This is an optimization exercise on Yosys and OpenROAD, whose aim is a short achievable clock period and few clock cycles, not a production implementation.
In this exercise RTL edits were held to simulation tests only and were not proved equivalent to the original.
Power and IR drop assume default switching activity.

==> flow/constraint.sdc <==
create_clock -name core_clock -period 8.0 [get_ports {clk}]
set_input_delay 1.6000 -clock core_clock [delete_from_list [all_inputs] [get_ports {clk}]]
set_output_delay 1.6000 -clock core_clock [all_outputs]
set_load 0.01 [all_outputs]
==> flow/config.mk <==
export PLATFORM = sky130hd
export DESIGN_NAME = fonzie_core
export DESIGN_NICKNAME = fonzie_core
export VERILOG_FILES = /design/flow/design.v
export SDC_FILE = /design/flow/constraint.sdc
export NUM_CORES = 4
export LEC_CHECK = 0
export CAP_MARGIN = 20
export CORE_MARGIN = 2
export CORE_UTILIZATION = 40
export SLEW_MARGIN = 20
==> flow/design.v <==
module fonzie_core (
    input  wire        clk,
    input  wire        rst,           
    input  wire        step_req,      
    output wire        ready,         
    output reg         done,          
    output reg  [1:0]  status,        
    input  wire        reg_we,
    input  wire [3:0]  reg_id,
    input  wire [31:0] reg_wdata,
    output wire [31:0] r_a0,
    output wire [31:0] r_a1,
    output wire [31:0] r_a2,
    output wire [31:0] r_a3,
    output wire [31:0] r_r,
    output wire [31:0] r_ip,
    output wire [31:0] r_sp,
    output wire [31:0] r_fl,
    output wire [31:0] r_ex,
    output reg         mem_re,
    output reg         mem_we,
    output reg  [11:0] mem_addr,
    output reg  [31:0] mem_wdata,
    input  wire [31:0] mem_rdata
);
    localparam [31:0] MEM_SIZE   = 32'd2560;
    localparam [31:0] CODE_BASE  = 32'd512;
    localparam [31:0] STACK_SIZE = 32'd256;
    localparam [3:0] ID_R  = 4'd4, ID_IP = 4'd5, ID_SP = 4'd6, ID_FL = 4'd7, ID_EX = 4'd8;
    localparam [7:0] OP_HALT = 8'h01, OP_MOV_RR = 8'h02, OP_MOV_RM = 8'h03,
                     OP_MOV_MR = 8'h04, OP_MOV_RI = 8'h05, OP_INC = 8'h06,
                     OP_DEC = 8'h07, OP_SUB_RR = 8'h08, OP_SUB_RM = 8'h09,
                     OP_SUB_RI = 8'h0A, OP_ADD_RR = 8'h0B, OP_ADD_RM = 8'h0C,
                     OP_ADD_RI = 8'h0D, OP_MUL_RR = 8'h0E, OP_MUL_RM = 8'h0F,
                     OP_MUL_RI = 8'h10, OP_DIV_RR = 8'h11, OP_DIV_RM = 8'h12,
                     OP_DIV_RI = 8'h13, OP_CMP_RR = 8'h14, OP_CMP_RM = 8'h15,
                     OP_JE = 8'h16, OP_JNE = 8'h17, OP_JG = 8'h18, OP_JGE = 8'h19,
                     OP_JL = 8'h1A, OP_JLE = 8'h1B, OP_CALL = 8'h1C, OP_RET = 8'h1D;
    localparam [31:0] EX_INVALID_ADDRESS  = 32'h01,
                      EX_INVALID_REGISTER = 32'h02,
                      EX_STACK_OVERFLOW   = 32'h04,
                      EX_CARRY            = 32'h08,
                      EX_DIVISION_BY_ZERO = 32'h10,
                      EX_INVALID_OPCODE   = 32'h20;
    localparam [1:0] ST_OK = 2'd0, ST_EXCEPTION = 2'd1, ST_STOPPED = 2'd2;
    localparam [3:0] S_IDLE = 4'd0, S_FETCH0 = 4'd1, S_WAIT0 = 4'd2, S_FETCH1 = 4'd3,
                     S_WAIT1 = 4'd4, S_FETCH2 = 4'd5, S_DECODE = 4'd6, S_MEMWAIT = 4'd7,
                     S_MEMRD = 4'd8, S_EXEC = 4'd9, S_MUL = 4'd10, S_DIV = 4'd11;
    reg [31:0] regs [0:8];
    reg [31:0] stack [0:63];
    reg [3:0]  state;
    reg [47:0] ibuf;         
    reg [31:0] opb;          
    reg [31:0] opa;          
    reg [5:0]  count;        
    reg [63:0] acc;          
    reg [31:0] mcand;        
    assign ready = (state == S_IDLE);
    assign r_a0 = regs[0];
    assign r_a1 = regs[1];
    assign r_a2 = regs[2];
    assign r_a3 = regs[3];
    assign r_r  = regs[4];
    assign r_ip = regs[5];
    assign r_sp = regs[6];
    assign r_fl = regs[7];
    assign r_ex = regs[8];
    wire [31:0] p  = regs[ID_IP];
    wire [31:0] sp = regs[ID_SP];
    wire [7:0]  opcode = ibuf[47:40];
    wire [7:0]  b1     = ibuf[39:32];
    wire [7:0]  b2     = ibuf[31:24];
    wire [7:0]  b5     = ibuf[7:0];
    wire [31:0] f2_5   = ibuf[31:0];      
    wire [31:0] f1_4   = ibuf[39:8];      
    function [2:0] op_len;
        input [7:0] op;
        begin
            case (op)
                OP_HALT, OP_RET:                                    op_len = 3'd1;
                OP_INC, OP_DEC:                                     op_len = 3'd2;
                OP_MOV_RR, OP_SUB_RR, OP_ADD_RR, OP_MUL_RR,
                OP_DIV_RR, OP_CMP_RR:                               op_len = 3'd3;
                OP_JE, OP_JNE, OP_JG, OP_JGE, OP_JL, OP_JLE, OP_CALL: op_len = 3'd5;
                OP_MOV_RM, OP_MOV_MR, OP_MOV_RI, OP_SUB_RM, OP_SUB_RI,
                OP_ADD_RM, OP_ADD_RI, OP_MUL_RM, OP_MUL_RI, OP_DIV_RM,
                OP_DIV_RI, OP_CMP_RM:                               op_len = 3'd6;
                default:                                            op_len = 3'd0;
            endcase
        end
    endfunction
    wire [2:0]  len      = op_len(opcode);
    wire [31:0] p_next   = p + {29'd0, len};
    wire is_rr = (opcode == OP_MOV_RR) || (opcode == OP_SUB_RR) || (opcode == OP_ADD_RR) ||
                 (opcode == OP_MUL_RR) || (opcode == OP_DIV_RR) || (opcode == OP_CMP_RR);
    wire is_ri = (opcode == OP_MOV_RI) || (opcode == OP_SUB_RI) || (opcode == OP_ADD_RI) ||
                 (opcode == OP_MUL_RI) || (opcode == OP_DIV_RI);
    wire is_r1 = (opcode == OP_INC) || (opcode == OP_DEC);
    wire is_jcc = (opcode >= OP_JE) && (opcode <= OP_JLE);
    wire r1_ok = (b1 <= 8'd8);
    wire r2_ok = (b2 <= 8'd8);
    wire r5_ok = (b5 <= 8'd8);
    wire [31:0] x_r1 = regs[b1[3:0]];
    wire [31:0] x_r2 = regs[b2[3:0]];
    wire [31:0] x_r5 = regs[b5[3:0]];
    function valid_addr;
        input [31:0] a;
        valid_addr = (a < MEM_SIZE - 32'd4);
    endfunction
    wire fl_s = regs[ID_FL][0];
    wire fl_g = regs[ID_FL][1];
    reg  taken;
    always @(*) begin
        case (opcode)
            OP_JE:   taken = !fl_s && !fl_g;
            OP_JNE:  taken = fl_s || fl_g;
            OP_JG:   taken = fl_g;
            OP_JGE:  taken = fl_g || (!fl_s && !fl_g);
            OP_JL:   taken = fl_s;
            OP_JLE:  taken = fl_s || (!fl_s && !fl_g);
            OP_CALL: taken = 1'b1;
            default: taken = 1'b0;
        endcase
    end
    wire push_bad = (sp[1:0] != 2'b00) || (sp > STACK_SIZE - 32'd4);
    wire pop_bad  = (sp[1:0] != 2'b00) || (sp > STACK_SIZE);
    wire [31:0] sp_dec = sp - 32'd4;
    wire [32:0] add_res = {1'b0, opa} + {1'b0, opb};
    wire [32:0] sub_res = {1'b0, opa} - {1'b0, opb};
    wire [32:0] div_trial = acc[63:31] - {1'b0, mcand};
    integer i;
    task finish;
        input [1:0]  st;
        input [31:0] new_ip;
        begin
            regs[ID_IP] <= new_ip;
            status      <= st;
            done        <= 1'b1;
            state       <= S_IDLE;
        end
    endtask
    task raise;
        input [31:0] mask;
        begin
            regs[ID_EX] <= regs[ID_EX] | mask;
            status      <= ST_EXCEPTION;
            done        <= 1'b1;
            state       <= S_IDLE;
        end
    endtask
    always @(posedge clk) begin
        if (rst) begin
            for (i = 0; i < 9; i = i + 1)
                regs[i] <= 32'd0;
            regs[ID_IP] <= CODE_BASE;
            for (i = 0; i < 64; i = i + 1)
                stack[i] <= 32'd0;
            state     <= S_IDLE;
            done      <= 1'b0;
            status    <= ST_OK;
            mem_re    <= 1'b0;
            mem_we    <= 1'b0;
            mem_addr  <= 12'd0;
            mem_wdata <= 32'd0;
            ibuf      <= 48'd0;
            opa       <= 32'd0;
            opb       <= 32'd0;
            count     <= 6'd0;
            acc       <= 64'd0;
            mcand     <= 32'd0;
        end else begin
            done   <= 1'b0;
            mem_re <= 1'b0;
            mem_we <= 1'b0;
            case (state)
                S_IDLE: begin
                    if (reg_we && reg_id <= ID_EX)
                        regs[reg_id] <= reg_wdata;
                    if (step_req) begin
                        if (regs[ID_EX] != 32'd0) begin
                            status <= ST_EXCEPTION;
                            done   <= 1'b1;
                        end else begin
                            state <= S_FETCH0;
                        end
                    end
                end
                S_FETCH0: begin
                    if (p >= MEM_SIZE) begin
                        raise(EX_INVALID_ADDRESS);
                    end else begin
                        mem_re   <= 1'b1;
                        mem_addr <= p[11:0];
                        state    <= S_WAIT0;
                    end
                end
                S_WAIT0: begin
                    state <= S_FETCH1;
                end
                S_FETCH1: begin
                    ibuf[47:16] <= mem_rdata;
                    ibuf[15:0]  <= 16'd0;
                    if (op_len(mem_rdata[31:24]) == 3'd0) begin
                        raise(EX_INVALID_OPCODE);
                    end else if (p + {29'd0, op_len(mem_rdata[31:24])} > MEM_SIZE) begin
                        raise(EX_INVALID_ADDRESS);
                    end else if (op_len(mem_rdata[31:24]) > 3'd4) begin
                        mem_re   <= 1'b1;
                        mem_addr <= p[11:0] + 12'd4;
                        state    <= S_WAIT1;
                    end else begin
                        state <= S_DECODE;
                    end
                end
                S_WAIT1: begin
                    state <= S_FETCH2;
                end
                S_FETCH2: begin
                    ibuf[15:0] <= mem_rdata[31:16];
                    state      <= S_DECODE;
                end
                S_DECODE: begin
                    opa <= x_r1;
                    if (opcode == OP_HALT) begin
                        finish(ST_STOPPED, p);
                    end else if (opcode == OP_RET) begin
                        if (sp < 32'd4)
                            finish(ST_STOPPED, p);
                        else if (pop_bad)
                            raise(EX_STACK_OVERFLOW);
                        else begin
                            regs[ID_SP] <= sp_dec;
                            finish(ST_OK, stack[sp_dec[7:2]]);
                        end
                    end else if (is_jcc || opcode == OP_CALL) begin
                        if (!taken)
                            finish(ST_OK, p_next);
                        else if (!valid_addr(f1_4))
                            raise(EX_INVALID_ADDRESS);
                        else if (push_bad)
                            raise(EX_STACK_OVERFLOW);
                        else begin
                            stack[sp[7:2]] <= p_next;
                            regs[ID_SP]    <= sp + 32'd4;
                            finish(ST_OK, f1_4);
                        end
                    end else if (opcode == OP_MOV_MR) begin
                        if (!valid_addr(f1_4))
                            raise(EX_INVALID_ADDRESS);
                        else if (!r5_ok)
                            raise(EX_INVALID_REGISTER);
                        else begin
                            mem_we    <= 1'b1;
                            mem_addr  <= f1_4[11:0];
                            mem_wdata <= x_r5;
                            finish(ST_OK, p_next);
                        end
                    end else if (!r1_ok) begin
                        raise(EX_INVALID_REGISTER);
                    end else if (is_r1) begin
                        opb   <= 32'd1;
                        state <= S_EXEC;
                    end else if (is_rr) begin
                        if (!r2_ok)
                            raise(EX_INVALID_REGISTER);
                        else begin
                            opb   <= x_r2;
                            state <= S_EXEC;
                        end
                    end else if (is_ri) begin
                        opb   <= f2_5;
                        state <= S_EXEC;
                    end else begin  
                        if (!valid_addr(f2_5))
                            raise(EX_INVALID_ADDRESS);
                        else begin
                            mem_re   <= 1'b1;
                            mem_addr <= f2_5[11:0];
                            state    <= S_MEMWAIT;
                        end
                    end
                end
                S_MEMWAIT: begin
                    state <= S_MEMRD;
                end
                S_MEMRD: begin
                    state <= S_EXEC;
                    opb   <= mem_rdata;
                end
                S_EXEC: begin
                    case (opcode)
                        OP_MOV_RR, OP_MOV_RM, OP_MOV_RI: begin
                            regs[b1[3:0]] <= opb;
                            finish(ST_OK, p_next);
                        end
                        OP_INC: begin
                            if (add_res[32])
                                raise(EX_CARRY);
                            else begin
                                regs[b1[3:0]] <= add_res[31:0];
                                finish(ST_OK, p_next);
                            end
                        end
                        OP_DEC: begin
                            if (sub_res[32])
                                raise(EX_CARRY);
                            else begin
                                regs[b1[3:0]] <= sub_res[31:0];
                                finish(ST_OK, p_next);
                            end
                        end
                        OP_ADD_RR, OP_ADD_RM, OP_ADD_RI: begin
                            if (add_res[32])
                                raise(EX_CARRY);
                            else begin
                                regs[ID_R] <= add_res[31:0];
                                finish(ST_OK, p_next);
                            end
                        end
                        OP_SUB_RR, OP_SUB_RM, OP_SUB_RI: begin
                            if (sub_res[32])
                                raise(EX_CARRY);
                            else begin
                                regs[ID_R] <= sub_res[31:0];
                                finish(ST_OK, p_next);
                            end
                        end
                        OP_CMP_RR, OP_CMP_RM: begin
                            if (opa > opb)
                                regs[ID_FL] <= 32'd2;
                            else if (opa < opb)
                                regs[ID_FL] <= 32'd1;
                            else
                                regs[ID_FL] <= 32'd0;
                            finish(ST_OK, p_next);
                        end
                        OP_MUL_RR, OP_MUL_RM, OP_MUL_RI: begin
                            acc   <= {32'd0, opa};
                            mcand <= opb;
                            count <= 6'd0;
                            state <= S_MUL;
                        end
                        default: begin  
                            if (opb == 32'd0)
                                raise(EX_DIVISION_BY_ZERO);
                            else begin
                                acc   <= {32'd0, opa};
                                mcand <= opb;
                                count <= 6'd0;
                                state <= S_DIV;
                            end
                        end
                    endcase
                end
                S_MUL: begin
                    if (count == 6'd32) begin
                        if (acc[63:32] != 32'd0)
                            raise(EX_CARRY);
                        else begin
                            regs[ID_R] <= acc[31:0];
                            finish(ST_OK, p_next);
                        end
                    end else begin
                        if (acc[0])
                            acc <= {({1'b0, acc[63:32]} + {1'b0, mcand}), acc[31:1]};
                        else
                            acc <= {1'b0, acc[63:1]};
                        count <= count + 6'd1;
                    end
                end
                S_DIV: begin
                    if (count == 6'd32) begin
                        regs[ID_R] <= acc[31:0];
                        finish(ST_OK, p_next);
                    end else begin
                        if (!div_trial[32])
                            acc <= {div_trial[31:0], acc[30:0], 1'b1};
                        else
                            acc <= {acc[62:0], 1'b0};
                        count <= count + 6'd1;
                    end
                end
                default: state <= S_IDLE;
            endcase
        end
    end
endmodule
==> flow/run.sh <==
#!/bin/bash
# synth_recipe.tcl (not shown) runs the flow's synth.tcl, then flattens the netlist and writes it again
# the make line also repeats each setting of config.mk as NAME=value (left out here)
make -C /OpenROAD-flow-scripts/flow DESIGN_CONFIG=/design/flow/config.mk WORK_HOME=/design/flow/orfs CLKGATE_MAP_FILE= SYNTH_SCRIPT=/design/flow/synth_recipe.tcl finish
==> results.txt <==
Peak Freq 0.1368 GHz; XOR/XNOR Fraction of Synth Area 0.008936; DP HPWL 368.3 mm; ranking of synthesized cells by area edfxtp_1 (54%), mux4_2 (18%), nor2_1 (6.9%); Synth top area share 0.5447; Fill cells 31010; routability congestion estimate from global placement 0.9941; synthesized area 141100 um^2; die area 357600 um^2; Clock Power Share 0.417; DR WL/cell 34.77 um; crit path max fanout 15; post-CTS setup buffers 0; Hold Path Depth 2; final hold slack 0.4494 ns; adder-cell share of the synthesized area 0.01450; vias in the first global route 94650; combinational fraction of design power 0.094; R2R cell count 15; #FFs+latches synth 2834; Sw Pwr 8441 uW; WP data required 8.61 ns; crit path DAT 7.92 ns; sw frac 0.2462; final setup fails 0; largest net degree at the start of global routing 124; Final ANT Viol Nets 0; slowest stage cell, crit path clkdlybuf4s50_1; Final Power 34290 uW; maxcap violations 0; CTS Hold Bufs 0; Synth Flop Type edfxtp_1; Total Wirelength 545.1 mm; CTS Buf Count 309; post-cts resize count 0; Max Clock Skew 0.06738 ns; setup ws final 0.6911 ns; crit-path most repeated cell inv_1; antenna violations before repair 76; Die Wd 598.0 um; Yosys warning count 1; drc violations 0; Net Count, Synth 10810; CTS tree yes; Sequential Power Share 0.490; Tot GR Track Use 0.2998; first-pass GRT wire length 754.7 mm; mux cell area share after synthesis 0.1961; Synth Area in Simple Gates 0.1070; Via Count 98850; Initial Utilization 0.4011; sequential share of the synthesized area 0.5836; multi-input logic area 54890 um^2; post-DR vias/cell 6.305; Core Region 351900 um^2; Int Power 25850 uW; leakage 0.05597 uW; Die H 598.0 um; P&R area growth vs syn 14.94%; CTS root buffer clkbuf_16; DRT Pass-1 Iters 6; outcome no timing/DRC/antenna violations; # placed instances 15080; crit path launch type input pin; IO Pins 410; Synth Area per Inst 13.34 um^2; cell taking the most area after synthesis edfxtp_1; min Tclk post-route 7.309 ns; CTS max path bufs 4; fin cells 15680; Power Dens Cells 211.4 nW/um^2; nets 11000; top post-synthesis cells by count nor2_1 (2601), edfxtp_1 (2560), mux4_2 (1122), clkbuf_1 (811), nand2_1 (589); Sequential Area 82390 um^2; CP cell instances clkdlybuf4s50_1 -> inv_1 -> ha_1 -> xnor2_1 -> o21ai_0 -> mux2_2 -> and2_1 -> ha_1 -> inv_1 -> fa_1 -> nor2b_1 -> o2111ai_1 -> buf_4 -> o31a_1 -> nor4_1 -> o2111ai_1 -> nor4_4 -> o21a_1 -> and4bb_2 -> buf_4 -> mux2_2 -> mux2i_4 -> buf_12 -> inv_1; Worst Tran Pin Value 1.366 ns; Place WS -0.02357 ns; area fraction in compound gates after synthesis 0.05708; Slew headroom 0.08366; Crit Path Category in2reg; starting DRC count in detailed routing 13690; max incr delay on CP 0.75 ns; row count 218; ys async rst share 0; share of layout cells above drive strength 1 0.2060; main combinational cell family by area after synthesis multiplexers; clk sinks 2834; Worst-path clk slew 0.06 ns; IO Port Bufs 409; CTS HTree Levels 5; min-delay worst type reg2reg; Slew Limit Fails 0; post-synthesis cell type count 107; final hold viol count 0; Post-Syn Instances 10580; post-route clock period utilization 0.9136; global route overflow 0; RSZ-0062 raised after global routing false; Max IR drop VDD 196.6 uV; EDFF count, synth 2560; most numerous cell in the Yosys netlist nor2_1; Worst-Skew Late Latency 0.94 ns; crit path capture type register
==> final timing paths <==
check	start	endpoint	slack, ns
hold / removal	mem_wdata[23]	mem_wdata[23]	0.45
setup / recovery	mem_rdata[25]	regs[14][11]	0.69
hold reg to reg	mem_wdata[23]	mem_wdata[23]	0.45
setup reg to reg	opb[17]	regs[5][31]	1.51
==> power by group through the flow <==
stage / Clock (uW) / Sequential [uW] / Combinational [uW]
floorplan: 0 / 17000 / 1680
global placement: 0 / 17100 / 3180
detailed placement: 0 / 17100 / 3190
CTS: 14400 / 16800 / 3200
global route: 14900 / 16800 / 3280
finish: 14300 / 16800 / 3220
==> final cells by class <==
| type | count | share of cell area |
|---|---|---|
| tap | 4620 | 0.03563 |
| clock buffer | 379 | 0.05053 |
| multi-input combinational | 6555 | 0.3384 |
| antenna | 54 | 0.0008330 |
| clock inverter | 171 | 0.01025 |
| timing repair buffer | 860 | 0.05169 |
| sequential | 2834 | 0.5079 |
| inverter | 206 | 0.004774 |
==> per-stage QoR <==
step	utilization	TNS, ns	instance area, um^2
after detailed placement	0.4325	-0.2273	152200
final	0.4610	0	162200
after floorplan	-	0	141100
after global routing	0.4609	0	162200
after global placement	0.4325	-4.241	152200
after CTS	0.4606	0	162100
==> cells in the final DEF, fill, tap and decap left out, drive strengths merged, types with 84 or more instances in the layout <==
cell / n
nor2: 2601
edfxtp: 2560
mux4: 1122
nand2: 590
buf: 452
clkdlybuf4s50: 408
a21oi: 390
clkbuf: 379
dfxtp: 274
inv: 223
o21ai: 167
ha: 154
mux2i: 140
a211oi: 125
clkinv: 119
xnor2: 105
nor3: 96
mux2: 84
==> registers in the layout (all words and copies together) (netlist names), named ones only <==
name       count
ibuf          48
mcand         32
status         2
mem_re         1
opb           32
state          4
regs         512
opa           32
mem_we         1
mem_addr      12
done           1
mem_wdata     32
stack       2048
acc           64
count          6
==> critical path, delay by kind of cell <==
| family | cells | cell delay [ns] |
|---|---|---|
| AOI/OAI and AO/OA | 5 | 1.12 |
| xor gates and xnor gates | 1 | 0.13 |
| adders and majority gates | 3 | 1.00 |
| buffers and inverters | 7 | 1.92 |
| muxes | 3 | 0.81 |
| and+or+nand+nor | 5 | 1.31 |
==> layer usage <==
layer  track usage  part of all wire  up-vias
met2        0.4719              0.47     6305
met5      0.004278           0.00036        -
met1        0.3813              0.36    51140
met3       0.06254              0.10     1162
met4        0.1825             0.072       30
li1              -                 -    40220
==> cells by family (layout without fill, tap and decap cells) <==
family	Yosys count	after routing
AND/OR/NAND/NOR	3698	3698
adder cells (fa/ha/maj)	160	160
AO/OA/AOI/OAI	1207	1207
multiplexers	1346	1346
XOR/XNOR	144	144
flip-flops	2834	2834
buffers and inverters	1192	1616
other	0	54
Testbench counts, summed over its fixed seeds: cycles 112,481.

[static timing again, ports no longer ideal]
The results above use ideal ports. As a check the final layout listed here was re-extracted and re-timed, cells and wires unchanged.
Step 1 sets driving cells, clkbuf_16 on the clock port and buf_2 on the other inputs (assumed; they add their load-dependent delay and slew).
Step 2 also shifts input and output timing later by t, the mid clock arrival at the registers, as if the neighbouring blocks saw the same clock.
Three values: ideal ports, drivers, drivers and shift; two values: the first two.
t (ns): 1.003
setup WS [ns]: 0.691 / 0.760 / -0.243
slew at the worst register clock pin (ns): 0.07 / 0.07
With both steps, setup timing fails in this run, where it was met with ideal ports. For this run, drivers alone change the setup slack by +0.069 ns; drivers and shift together by -0.934 ns.
